What follows belongs to an exercise in optimizing a design on an open flow for small area and a short achievable clock period; a production flow would make more cautious choices. At most, simulation tests tie the RTL to the original design; equivalence was not proved. Power and IR drop assume default switching activity.

== before ==
==> module zc_less_axes, before the edit <==
module zc_less_axes (
    input  wire         w,
    input  wire [255:0] p,
    input  wire [255:0] q,
    output wire [51:0]  kt,      
    output wire [3:0]   lt,      
    output wire         dec,     
    output wire         dval     
);
    wire [3:0] nd, ltx;
    genvar g;
    generate
        for (g = 0; g < 4; g = g + 1) begin : g_axis
            wire [10:0] emax, pre_unused;
            wire [11:0] t;
            wire        sm, pn, qn, qnan;
            zc_pair u_pair (
                .w(w), .p(p[g*64 +: 64]), .q(q[g*64 +: 64]),
                .emax(emax), .t(t), .same_mag(sm), .pre(pre_unused), .lt_same(lt[g]),
                .pneg(pn), .qneg(qn), .qnan(qnan)
            );
            wire [6:0] lo;
            zc_add #(.N(7)) u_lo (.a({1'b0, emax[5:0]}), .b({1'b0, t[5:0]}), .ci(1'b0), .s(lo));
            assign kt[g*13 +: 13] = {~sm, emax[10:6], lo};
            assign nd[g]  = pn ^ qn;
            assign ltx[g] = pn & ~qnan;
        end
    endgenerate
    assign dec  = |nd;
    assign dval = nd[3] ? ltx[3] :
                  nd[2] ? ltx[2] :
                  nd[1] ? ltx[1] : ltx[0];
endmodule
==> module zc_less_pick, before the edit <==
module zc_less_pick (
    input  wire [51:0] kt,
    input  wire [3:0]  lt,
    input  wire        dec,
    input  wire        dval,
    output wire        less
);
    wire [51:0] k;
    genvar g;
    generate
        for (g = 0; g < 4; g = g + 1) begin : g_key
            wire [5:0] hi;
            zc_add #(.N(6)) u_hi (.a({1'b0, kt[g*13+7 +: 5]}), .b(6'd0), .ci(kt[g*13+6]), .s(hi));
            assign k[g*13 +: 13] = {kt[g*13+12], hi, kt[g*13 +: 6]};
        end
    endgenerate
    wire gt10, eq10, gt20, eq20, gt30, eq30, gt21, eq21, gt31, eq31, gt32, eq32;
    zc_ucmp #(.N(13)) c10 (.a(k[25:13]), .b(k[12:0]),  .gt(gt10), .eq(eq10));
    zc_ucmp #(.N(13)) c20 (.a(k[38:26]), .b(k[12:0]),  .gt(gt20), .eq(eq20));
    zc_ucmp #(.N(13)) c30 (.a(k[51:39]), .b(k[12:0]),  .gt(gt30), .eq(eq30));
    zc_ucmp #(.N(13)) c21 (.a(k[38:26]), .b(k[25:13]), .gt(gt21), .eq(eq21));
    zc_ucmp #(.N(13)) c31 (.a(k[51:39]), .b(k[25:13]), .gt(gt31), .eq(eq31));
    zc_ucmp #(.N(13)) c32 (.a(k[51:39]), .b(k[38:26]), .gt(gt32), .eq(eq32));
    wire ge10 = gt10 | eq10, ge20 = gt20 | eq20, ge30 = gt30 | eq30;
    wire ge21 = gt21 | eq21, ge31 = gt31 | eq31, ge32 = gt32 | eq32;
    wire win3 = ge32 & ge31 & ge30;
    wire win2 = ~ge32 & ge21 & ge20;
    wire win1 = ~ge31 & ~ge21 & ge10;
    wire win0 = ~ge30 & ~ge20 & ~ge10;
    wire lsel = (win3 & lt[3]) | (win2 & lt[2]) | (win1 & lt[1]) | (win0 & lt[0]);
    assign less = dec ? dval : lsel;
endmodule
==> module zorder_core, before the edit <==
module zorder_core #(
    parameter D = 4
) (
    input  wire            clk,
    input  wire [3:0]      cmd,
    input  wire [63:0]     a,
    input  wire [63:0]     b,
    input  wire [D*64-1:0] p,
    input  wire [D*64-1:0] q,
    output wire [63:0]     res
);
    wire       w = cmd[3];
    wire [2:0] c = cmd[2:0];
    wire [10:0] emax, are;
    wire [11:0] t;
    wire        same_mag;
    wire        u0, u1, u2, u3;
    zc_pair #(.SCALAR(1)) u_ab (
        .w(w), .p(a), .q(b), .emax(emax), .t(t), .same_mag(same_mag), .pre(are),
        .lt_same(u0), .pneg(u1), .qneg(u2), .qnan(u3)
    );
    wire [11:0] ev;
    zc_add #(.N(12)) u_ev (.a({1'b0, are}), .b(w ? 12'hC01 : 12'hF81), .ci(1'b0), .s(ev));
    wire [6:0] ylo;
    zc_add #(.N(7)) u_ylo (.a({1'b0, emax[5:0]}), .b({1'b0, t[5:0]}), .ci(1'b0), .s(ylo));
    wire [5:0] lg;
    zc_log2_64 u_lg (.x({a[63:32] & {32{w}}, a[31:0]}), .y(lg));
    wire [51:0] kt;
    wire [3:0]  lt;
    wire        dec, dval;
    zc_less_axes u_axes (.w(w), .p(p), .q(q), .kt(kt), .lt(lt), .dec(dec), .dval(dval));
    reg [63:0] result;
    reg        sum;
    always @* begin
        sum = 1'b0;
        case (c)
            3'd0:    result = {a[63:32] & {32{w}}, a[31:0]};
            3'd1:    result = {{52{ev[11]}}, ev};
            3'd2:    result = {12'd0, a[51:23] & {29{w}}, a[22:0]};
            3'd3:    result = {58'd0, lg};
            3'd4:    begin
                         result = same_mag ? 64'hFFFFFFFF80000000 :
                                             {46'd0, t[11:6], emax[10:6], ylo};
                         sum    = ~same_mag;
                     end
            default: result = {6'd0, kt, lt, dec, dval};    
        endcase
    end
    reg [63:0] r_res;
    reg        r_sum;
    reg        r_isless;
    always @(posedge clk) begin
        r_res    <= result;
        r_sum    <= sum;
        r_isless <= (c == 3'd5);
    end
    wire [51:0] r_kt   = r_res[57:6];
    wire [3:0]  r_lt   = r_res[5:2];
    wire        r_dec  = r_res[1];
    wire        r_dval = r_res[0];
    wire [5:0]  yhi;
    zc_add #(.N(6)) u_yhi (.a({1'b0, r_res[11:7]}), .b(r_res[17:12]), .ci(r_res[6]), .s(yhi));
    wire [11:0] sv = {yhi, r_res[5:0]};
    wire less;
    zc_less_pick u_pick (.kt(r_kt), .lt(r_lt), .dec(r_dec), .dval(r_dval), .less(less));
    wire [63:0] rv = r_sum ? {{52{sv[11]}}, sv} : r_res;
    assign res = {rv[63:1] & {63{~r_isless}}, r_isless ? less : rv[0]};
endmodule
==> flow/config.mk <==
export PLATFORM = sky130hd
export DESIGN_NAME = zorder_core
export DESIGN_NICKNAME = zorder_core
export VERILOG_FILES = /design/flow/design.v
export SDC_FILE = /design/flow/constraint.sdc
export NUM_CORES = 4
export LEC_CHECK = 0
export CAP_MARGIN = 20
export CORE_MARGIN = 2
export CORE_UTILIZATION = 35
export SLEW_MARGIN = 20
export TNS_END_PERCENT = 0
==> flow/constraint.sdc <==
create_clock -name core_clock -period 16.0 [get_ports {clk}]
set_input_delay 3.2000 -clock core_clock [delete_from_list [all_inputs] [get_ports {clk}]]
set_output_delay 3.2000 -clock core_clock [all_outputs]
set_load 0.01 [all_outputs]
standard.sh (not shown) runs the stock make flow with config.mk's settings and CLKGATE_MAP_FILE= SYNTH_SCRIPT=/design/flow/synth_recipe.tcl, a recipe that flattens the netlist after the stock synthesis.
==> flow/flow/run.sh <==
#!/bin/bash
# Standard layout, with these changes:
# - synthesis (flow/synth_fast.tcl, otherwise the standard flow's synthesis script) has
#   ABC map the logic with a delay target of 4000 ps using yosys's own ABC
#   script, and leaves adders to ABC (ADDER_MAP_FILE empty);
# - the smallest plain buffer on every port;
# - timing repair aims for 9 ns of setup slack, on the worst path only.
set -euo pipefail
export ADDER_MAP_FILE=
export FAST_ABC_D=4000
export BUFFER_PORTS_ARGS="-buffer_cell sky130_fd_sc_hd__buf_1"
export SETUP_SLACK_MARGIN=9
sed "s#SYNTH_SCRIPT=[^ ]*#SYNTH_SCRIPT=$PWD/flow/synth_fast.tcl#" standard.sh > standard_fast.sh
bash standard_fast.sh > standard_flow.log 2>&1
==> flow/flow/synth_fast.tcl <==
# The standard flow's synthesis script, with ABC mapping the logic against a delay
# target (yosys's own ABC script with -D) instead of ORFS's speed script.
proc abc {args} {
  set a {}
  set skip 0
  foreach x $args {
    if { $skip } { set skip 0; continue }
    if { $x eq "-script" } { set skip 1; continue }
    lappend a $x
  }
  yosys abc {*}$a -D $::env(FAST_ABC_D)
}
proc synth {args} { yosys synth -nofsm -noshare {*}$args }
source $::env(SCRIPTS_DIR)/synth.tcl
# left out here: clear keep_hierarchy, flatten, clean up, hide names made inside functions, write 1_2_yosys.v
What after does differently from before at the input level:
diff --git a/flow/design.v b/flow/design.v
--- a/flow/design.v
+++ b/flow/design.v
@@ -189,7 +189,7 @@
     input  wire         w,
     input  wire [255:0] p,
     input  wire [255:0] q,
-    output wire [51:0]  kt,      
+    output wire [71:0]  kt,      
     output wire [3:0]   lt,      
     output wire         dec,     
     output wire         dval     
@@ -206,9 +206,7 @@
                 .emax(emax), .t(t), .same_mag(sm), .pre(pre_unused), .lt_same(lt[g]),
                 .pneg(pn), .qneg(qn), .qnan(qnan)
             );
-            wire [6:0] lo;
-            zc_add #(.N(7)) u_lo (.a({1'b0, emax[5:0]}), .b({1'b0, t[5:0]}), .ci(1'b0), .s(lo));
-            assign kt[g*13 +: 13] = {~sm, emax[10:6], lo};
+            assign kt[g*18 +: 18] = {~sm, t[5:0], emax};
             assign nd[g]  = pn ^ qn;
             assign ltx[g] = pn & ~qnan;
         end
@@ -219,7 +217,7 @@
                   nd[1] ? ltx[1] : ltx[0];
 endmodule
 module zc_less_pick (
-    input  wire [51:0] kt,
+    input  wire [71:0] kt,
     input  wire [3:0]  lt,
     input  wire        dec,
     input  wire        dval,
@@ -229,9 +227,10 @@
     genvar g;
     generate
         for (g = 0; g < 4; g = g + 1) begin : g_key
-            wire [5:0] hi;
-            zc_add #(.N(6)) u_hi (.a({1'b0, kt[g*13+7 +: 5]}), .b(6'd0), .ci(kt[g*13+6]), .s(hi));
-            assign k[g*13 +: 13] = {kt[g*13+12], hi, kt[g*13 +: 6]};
+            wire [11:0] key;
+            zc_add #(.N(12)) u_add (.a({1'b0, kt[g*18 +: 11]}), .b({6'd0, kt[g*18+11 +: 6]}),
+                                    .ci(1'b0), .s(key));
+            assign k[g*13 +: 13] = {kt[g*18+17], key};
         end
     endgenerate
     wire gt10, eq10, gt20, eq20, gt30, eq30, gt21, eq21, gt31, eq31, gt32, eq32;
@@ -271,13 +270,9 @@
         .w(w), .p(a), .q(b), .emax(emax), .t(t), .same_mag(same_mag), .pre(are),
         .lt_same(u0), .pneg(u1), .qneg(u2), .qnan(u3)
     );
-    wire [11:0] ev;
-    zc_add #(.N(12)) u_ev (.a({1'b0, are}), .b(w ? 12'hC01 : 12'hF81), .ci(1'b0), .s(ev));
-    wire [6:0] ylo;
-    zc_add #(.N(7)) u_ylo (.a({1'b0, emax[5:0]}), .b({1'b0, t[5:0]}), .ci(1'b0), .s(ylo));
     wire [5:0] lg;
     zc_log2_64 u_lg (.x({a[63:32] & {32{w}}, a[31:0]}), .y(lg));
-    wire [51:0] kt;
+    wire [71:0] kt;
     wire [3:0]  lt;
     wire        dec, dval;
     zc_less_axes u_axes (.w(w), .p(p), .q(q), .kt(kt), .lt(lt), .dec(dec), .dval(dval));
@@ -287,32 +282,35 @@
         sum = 1'b0;
         case (c)
             3'd0:    result = {a[63:32] & {32{w}}, a[31:0]};
-            3'd1:    result = {{52{ev[11]}}, ev};
+            3'd1:    begin
+                         result = {41'd0, (w ? 12'hC01 : 12'hF81), are};
+                         sum    = 1'b1;
+                     end
             3'd2:    result = {12'd0, a[51:23] & {29{w}}, a[22:0]};
             3'd3:    result = {58'd0, lg};
             3'd4:    begin
-                         result = same_mag ? 64'hFFFFFFFF80000000 :
-                                             {46'd0, t[11:6], emax[10:6], ylo};
+                         result = same_mag ? 64'hFFFFFFFF80000000 : {41'd0, t, emax};
                          sum    = ~same_mag;
                      end
-            default: result = {6'd0, kt, lt, dec, dval};    
+            default: result = kt[63:0];    
         endcase
     end
     reg [63:0] r_res;
+    reg [13:0] r_x;
     reg        r_sum;
     reg        r_isless;
     always @(posedge clk) begin
         r_res    <= result;
+        r_x      <= {kt[71:64], lt, dec, dval};
         r_sum    <= sum;
         r_isless <= (c == 3'd5);
     end
-    wire [51:0] r_kt   = r_res[57:6];
-    wire [3:0]  r_lt   = r_res[5:2];
-    wire        r_dec  = r_res[1];
-    wire        r_dval = r_res[0];
-    wire [5:0]  yhi;
-    zc_add #(.N(6)) u_yhi (.a({1'b0, r_res[11:7]}), .b(r_res[17:12]), .ci(r_res[6]), .s(yhi));
-    wire [11:0] sv = {yhi, r_res[5:0]};
+    wire [71:0] r_kt   = {r_x[13:6], r_res};
+    wire [3:0]  r_lt   = r_x[5:2];
+    wire        r_dec  = r_x[1];
+    wire        r_dval = r_x[0];
+    wire [11:0] sv;
+    zc_add #(.N(12)) u_sv (.a({1'b0, r_res[10:0]}), .b(r_res[22:11]), .ci(1'b0), .s(sv));
     wire less;
     zc_less_pick u_pick (.kt(r_kt), .lt(r_lt), .dec(r_dec), .dval(r_dval), .less(less));
     wire [63:0] rv = r_sum ? {{52{sv[11]}}, sv} : r_res;
==> comparison <==
- Lower critical path depth among before and after: after
- The die of after is smaller than the one used in before.
- after | status: complete | timing, DRC, antenna: pass
- [compare] base=before new=after: synthesized cell count fell about 1.7%, combinational cell fraction of total power fell 2.7 points, total power consumption of the routed design fell about 1.2%, time the worst path needs with I/O delays and setup rose 920 ps.
- after vs before: adder and majority cell fraction of the synthesized area up in after
- Of before and after, the higher non-clock buffering overhead in the final layout belongs to before.
- Number of multi-input combinational cells delta for after relative to before: 55 lower
- after reports a higher met2 track demand over resource than before does.
- From before to after the numbers moved as follows: sequential share of layout area shows an increase of 1.6 points, routability-driven placement congestion ratio went down about 1.5%, final area now smaller.
For after, only the layout was checked, not whether the RTL still works.

## static timing again, ports no longer ideal
How much do the figures lean on ideal ports? The routed layouts below were timed once more, with nothing changed but the port constraints. Step 1 (the two cells are an assumption about what drives the block):
set clk [get_ports {clk}]
set_driving_cell -lib_cell sky130_fd_sc_hd__clkbuf_16 $clk
set_driving_cell -lib_cell sky130_fd_sc_hd__buf_2 [delete_from_list [all_inputs] $clk]
Step 2 adds t to the input delays and takes it off the output delays; t is the mean of the earliest and latest rising clock arrival at the registers after step 1. Input paths then give back, and output paths get back, about the clock's delay inside the block. Three values: ideal, step 1, step 2; two values: the first two.
run | t, ns | setup slack, ns | latest minus earliest clock arrival (ns) | pins driven straight from the clock port
before | 0.376 | 8.733 / 8.696 / 8.320 | 0.008 / 0.008 | 1
after | 0.379 | 7.816 / 7.771 / 7.957 | 0.016 / 0.016 | 1
After both steps setup and hold are still met in every run listed. For before, which loses most, drivers alone change the setup slack by -0.037 ns; drivers and shift together by -0.413 ns.
